Source: an optimization exercise on an open RTL-to-GDS flow (aim: small area, a short achievable clock period and few clock cycles). Production flows keep margins and buffers that such runs may drop. RTL that was checked went through simulation tests only; none was proved equivalent to the original. Power figures rest on the tool's default switching activity, not on a simulated workload.

quartz:
## vad_unit
module vad_unit (
    input  wire        clk,
    input  wire        rst,           
    input  wire        cmd_valid,
    output wire        cmd_ready,
    input  wire [1:0]  cmd_op,        
    input  wire [31:0] cmd_arg,       
    input  wire [31:0] cmd_blen,      
    input  wire        s_valid,
    output wire        s_ready,
    input  wire [31:0] s_data,
    output wire        iv_valid,
    input  wire        iv_ready,
    output wire [15:0] iv_data,
    output wire        iv_last,
    output wire [1:0]  iv_mode,
    output wire        iv_reset,
    input  wire        vd_valid,
    input  wire [1:0]  vd_code,
    output wire        done,
    output wire [31:0] result,
    output wire        rate_reject,
    output wire [31:0] hist_err,
    output wire [31:0] hist_sil,
    output wire [31:0] hist_voice,
    output wire [31:0] hist_noise,
    output wire [31:0] vad_rate,
    output wire [10:0] vad_flen,
    output wire [10:0] vad_off,
    output wire [1:0]  vad_mode
);
For scale: about 1600 cells after synthesis, roughly 350 I/O pins, roughly 16000 µm² of cells after synthesis.
Settings: LEC_CHECK=0, CAP_MARGIN=20, CORE_MARGIN=2, CORE_UTILIZATION=40, CTS_CLUSTER_DIAMETER=60, CTS_CLUSTER_SIZE=40, SLEW_MARGIN=20; clock period 8.0 ns.
standard.sh (not shown) runs the stock make flow with config.mk's settings and CLKGATE_MAP_FILE= SYNTH_SCRIPT=/design/flow/synth_recipe.tcl, a recipe that flattens the netlist after the stock synthesis.
==> flow/flow/run.sh <==
#!/bin/bash
set -euo pipefail
SETUP_MARGIN=${SETUP_MARGIN:-5.0}
bash standard.sh \
    "BUFFER_PORTS_ARGS=-buffer_cell sky130_fd_sc_hd__buf_1" \
    "SETUP_SLACK_MARGIN=${SETUP_MARGIN}" \
    finish > flow_make.log 2>&1
test -f out/final.def
quartz: done, clean on timing, DRC and antenna
Edits applied to the flow inputs when going from quartz to ember:
- putting ABC_AREA at 1 where nothing was set
- swapping 40 for 30 in CTS_CLUSTER_SIZE
- swapping 60 for 80 in CTS_CLUSTER_DIAMETER
Compare quartz and ember | worst hold slack after final layout higher: ember. Delta (ember minus quartz): aggregate routed wire length went up by about 8%, power consumed by sequential cells was more or less identical, share of the clock period used by the worst path went down by 0.85 points, share of the yosys chip area belonging to registers went down by 2.3 points, clock slew seen by the registers of the worst setup and hold paths was more or less identical. Looking at relative area change from synthesis to final layout, ember sits below quartz. Routed length on met1 of ember exceeds that of quartz by a few percent. Diff quartz -> ember | width of the chip | up by a few percent. Looking at most frequent standard cell in the layout excluding fill and tap cells, the sky130_fd_sc_hd__buf_1 result is from quartz; the sky130_fd_sc_hd__nand2_1 one comes from ember.
No run of this note included a check of the RTL's function; only the layout flow was run.


run K:
Another version of the RTL of vad_unit (not shown whole).
For scale: roughly 1,300 cells after synthesis, ~340 flip-flops.
Design vad_unit, start of the top module:
module vad_unit (
    input  wire        clk,
    input  wire        rst,           
    input  wire        cmd_valid,
    output wire        cmd_ready,
    input  wire [1:0]  cmd_op,        
    input  wire [31:0] cmd_arg,       
    input  wire [31:0] cmd_blen,      
    input  wire        s_valid,
    output wire        s_ready,
    input  wire [31:0] s_data,
    output wire        iv_valid,
    input  wire        iv_ready,
    output wire [15:0] iv_data,
    output wire        iv_last,
    output wire [1:0]  iv_mode,
    output wire        iv_reset,
    input  wire        vd_valid,
    input  wire [1:0]  vd_code,
    output wire        done,
    output wire [31:0] result,
    output wire        rate_reject,
    output wire [31:0] hist_err,
    output wire [31:0] hist_sil,
    output wire [31:0] hist_voice,
    output wire [31:0] hist_noise,
    output wire [31:0] vad_rate,
    output wire [10:0] vad_flen,
    output wire [10:0] vad_off,
    output wire [1:0]  vad_mode
);
clock: 8.0 ns
lec_check: 0
cap_margin: 20
core_margin: 2
core_utilization: 60
cts_cluster_diameter: 80
cts_cluster_size: 30
slew_margin: 20
==> flow/flow/run.sh <==
#!/bin/bash
set -euo pipefail
SETUP_MARGIN=${SETUP_MARGIN:-4.7}
bash standard.sh \
    "BUFFER_PORTS_ARGS=-buffer_cell sky130_fd_sc_hd__buf_1" \
    "SETUP_SLACK_MARGIN=${SETUP_MARGIN}" \
    finish > flow_make.log 2>&1
test -f out/final.def
Testbench counts of run K, summed over its fixed seeds: cycles 282,724.
Here is what was changed in the inputs of run Z compared with run K.
Settings: a change of CORE_UTILIZATION from 60 to 70.
==> flow/flow/run.sh <==
#!/bin/bash
set -euo pipefail
SETUP_MARGIN=${SETUP_MARGIN:-5.0}
bash standard.sh \
    "BUFFER_PORTS_ARGS=-buffer_cell sky130_fd_sc_hd__buf_1" \
    "SETUP_SLACK_MARGIN=${SETUP_MARGIN}" \
    finish > flow_make.log 2>&1
test -f out/final.def
==> notes.md <==
Layout net count for run Z is higher than for run K.
Compared to run K, run Z leaves less free space in the core.
Delta(die area, run Z - run K) < 0
Re final worst setup slack: run Z is 0.21 ns up on run K.
The site row count in run K is 1.08 times that in run Z.


Another version of the RTL of vad_unit (not shown whole).
Size in the first run: ~1200 cells after synthesis, ~350 flip-flops.
Design vad_unit, start of the top module:
module vad_unit (
    input  wire        clk,
    input  wire        rst,           
    input  wire        cmd_valid,
    output wire        cmd_ready,
    input  wire [1:0]  cmd_op,        
    input  wire [31:0] cmd_arg,       
    input  wire [31:0] cmd_blen,      
    input  wire        s_valid,
    output wire        s_ready,
    input  wire [31:0] s_data,
    output wire        iv_valid,
    input  wire        iv_ready,
    output wire [15:0] iv_data,
    output wire        iv_last,
    output wire [1:0]  iv_mode,
    output wire        iv_reset,
    input  wire        vd_valid,
    input  wire [1:0]  vd_code,
    output wire        done,
    output wire [31:0] result,
    output wire        rate_reject,
    output wire [31:0] hist_err,
    output wire [31:0] hist_sil,
    output wire [31:0] hist_voice,
    output wire [31:0] hist_noise,
    output wire [31:0] vad_rate,
    output wire [10:0] vad_flen,
    output wire [10:0] vad_off,
    output wire [1:0]  vad_mode
);
==> flow/config.mk <==
export PLATFORM = sky130hd
export DESIGN_NAME = vad_unit
export DESIGN_NICKNAME = vad_unit
export VERILOG_FILES = /design/flow/design.v
export SDC_FILE = /design/flow/constraint.sdc
export NUM_CORES = 4
export LEC_CHECK = 0
export CAP_MARGIN = 20
export CORE_MARGIN = 2
export CORE_UTILIZATION = 60
export CTS_CLUSTER_DIAMETER = 80
export CTS_CLUSTER_SIZE = 30
export SLEW_MARGIN = 20
==> flow/constraint.sdc <==
create_clock -name core_clock -period 8.0 [get_ports {clk}]
set_input_delay 1.6000 -clock core_clock [delete_from_list [all_inputs] [get_ports {clk}]]
set_output_delay 1.6000 -clock core_clock [all_outputs]
set_load 0.01 [all_outputs]
==> flow/flow/run.sh <==
#!/bin/bash
set -euo pipefail
SETUP_MARGIN=${SETUP_MARGIN:-5.25}
bash standard.sh \
    "BUFFER_PORTS_ARGS=-buffer_cell sky130_fd_sc_hd__buf_1" \
    "SETUP_SLACK_MARGIN=${SETUP_MARGIN}" \
    finish > flow_make.log 2>&1
test -f out/final.def
Testbench counts at the start, summed over its fixed seeds: cycles 282,724.
Next try:
--- a/flow/flow/run.sh
+++ b/flow/flow/run.sh
@@ -3 +3 @@
-SETUP_MARGIN=${SETUP_MARGIN:-5.25}
+SETUP_MARGIN=${SETUP_MARGIN:-5.3}
The changed run produced a clean layout.
Global-route usage came out higher by 0.20 points.
Utilization goes up by 0.73 points.
Combinational power increases by a few percent.
Final area went up slightly.
Next try:
--- a/flow/flow/run.sh
+++ b/flow/flow/run.sh
@@ -3 +3 @@
-SETUP_MARGIN=${SETUP_MARGIN:-5.3}
+SETUP_MARGIN=${SETUP_MARGIN:-5.2}
--- a/flow/config.mk
+++ b/flow/config.mk
@@ -12,0 +13 @@
+export PLACE_DENSITY = 0.75
The new run went through all stages and came out clean.
Maximum frequency decreases by about 0.37%.
Global-route usage decreases by 0.36 points.
Core utilization decreases by 0.58 points.
Final area decreases by about 0.8%.
Via count increases by about 1.6%.
Next try:
--- a/flow/flow/run.sh
+++ b/flow/flow/run.sh
@@ -3 +3 @@
-SETUP_MARGIN=${SETUP_MARGIN:-5.2}
+SETUP_MARGIN=${SETUP_MARGIN:-5.6}
--- a/flow/config.mk
+++ b/flow/config.mk
@@ -13 +12,0 @@
-export PLACE_DENSITY = 0.75
What happened: The new run produced a clean layout; synthesized cell count does not change; sequential share of layout area fell by 4.9 points; hold slack is worse by 9.0 ps; non-clock buffer count rose by 66; final area rose by 11%; core utilization rose by 7.6 points; worst setup slack is worse by 7.8 ps; synthesized area stays the same; clock skew fell by 11 ps.
Next try:
--- a/flow/flow/run.sh
+++ b/flow/flow/run.sh
@@ -3 +3 @@
-SETUP_MARGIN=${SETUP_MARGIN:-5.6}
+SETUP_MARGIN=${SETUP_MARGIN:-5.2}
--- a/flow/config.mk
+++ b/flow/config.mk
@@ -11,2 +11,2 @@
-export CTS_CLUSTER_DIAMETER = 80
-export CTS_CLUSTER_SIZE = 30
+export CTS_CLUSTER_DIAMETER = 70
+export CTS_CLUSTER_SIZE = 36
What happened: Area after synthesis is unchanged. Routed wire length is lower by 14%. Core utilization is lower by 7.2 points. Total power is lower by 0.60%. Worst hold slack loses 5.2 ps. Final cell count is lower by 3.4%. Count of clock-buffer cells in the layout is lower by 4. Non-clock buffer count is lower by 61. Worst setup slack gains 14 ps. Sequential share of layout area is higher by 4.6 points. Global-route usage is lower by 3.4 points.
Next try:
--- a/flow/flow/run.sh
+++ b/flow/flow/run.sh
@@ -3 +3 @@
-SETUP_MARGIN=${SETUP_MARGIN:-5.2}
+SETUP_MARGIN=${SETUP_MARGIN:-5.40}
--- a/flow/config.mk
+++ b/flow/config.mk
@@ -11,2 +11,2 @@
-export CTS_CLUSTER_DIAMETER = 70
-export CTS_CLUSTER_SIZE = 36
+export CTS_CLUSTER_DIAMETER = 80
+export CTS_CLUSTER_SIZE = 30
The new run ran to the end with no violations.
Clock-buffer cell count goes up by 4.
Sequential cell count is unchanged.
Clock skew is about the same.
Register-to-register slack is better by 90 ps.
Via count goes up slightly.
Hold slack is better by 14 ps.
Final cell count goes up slightly.

re-timing with driven ports:
The flow's constraints put no driver on any port. The routed layouts listed below were extracted and timed again, unchanged, in two steps. Step 1, drivers: a clkbuf_16 drives clk and a buf_2 each remaining input, both assumed. Step 2, shift: input delay + t, output delay - t, t = (earliest + latest rising clock arrival at the registers) / 2. This alone moves slack from input paths to output paths. a / b / c = ideal ports / drivers / drivers and shift; a / b = the first two.
| run | shift t [ns] | slack for setup (ns) | worst setup path after step 2 | clock arrival spread, ns | pins driven straight from the clock port |
|---|---|---|---|---|---|
| quartz | 0.605 | 5.093 / 5.043 / 4.525 | input to register | 0.026 / 0.025 | 1 |
| ember | 0.597 | 5.161 / 5.108 / 4.633 | input to register | 0.026 / 0.026 | 1 |
| run K | 0.542 | 4.831 / 4.852 / 4.310 | input to register | 0.020 / 0.020 | 1 |
| run Z | 0.550 | 5.041 / 5.041 / 4.580 | input to register | 0.030 / 0.030 | 1 |
| the first run of note 3 | 0.548 | 5.216 / 5.166 / 4.777 | input to register | 0.019 / 0.020 | 1 |
| the second run of note 3 | 0.546 | 5.219 / 5.169 / 4.759 | input to register | 0.020 / 0.020 | 1 |
| the third run of note 3 | 0.542 | 5.208 / 5.180 / 4.685 | input to register | 0.028 / 0.028 | 1 |
| the fourth run of note 3 | 0.548 | 5.200 / 5.152 / 4.784 | input to register | 0.017 / 0.017 | 1 |
| the fifth run of note 3 | 0.556 | 5.214 / 5.166 / 4.714 | input to register | 0.032 / 0.031 | 1 |
| the sixth run of note 3 | 0.557 | 5.204 / 5.154 / 4.764 | input to register | 0.027 / 0.027 | 1 |
After both steps setup and hold are still met in every run listed. The setup slack of quartz, which loses most, moves by -0.050 ns with the drivers and by -0.568 ns with both steps.
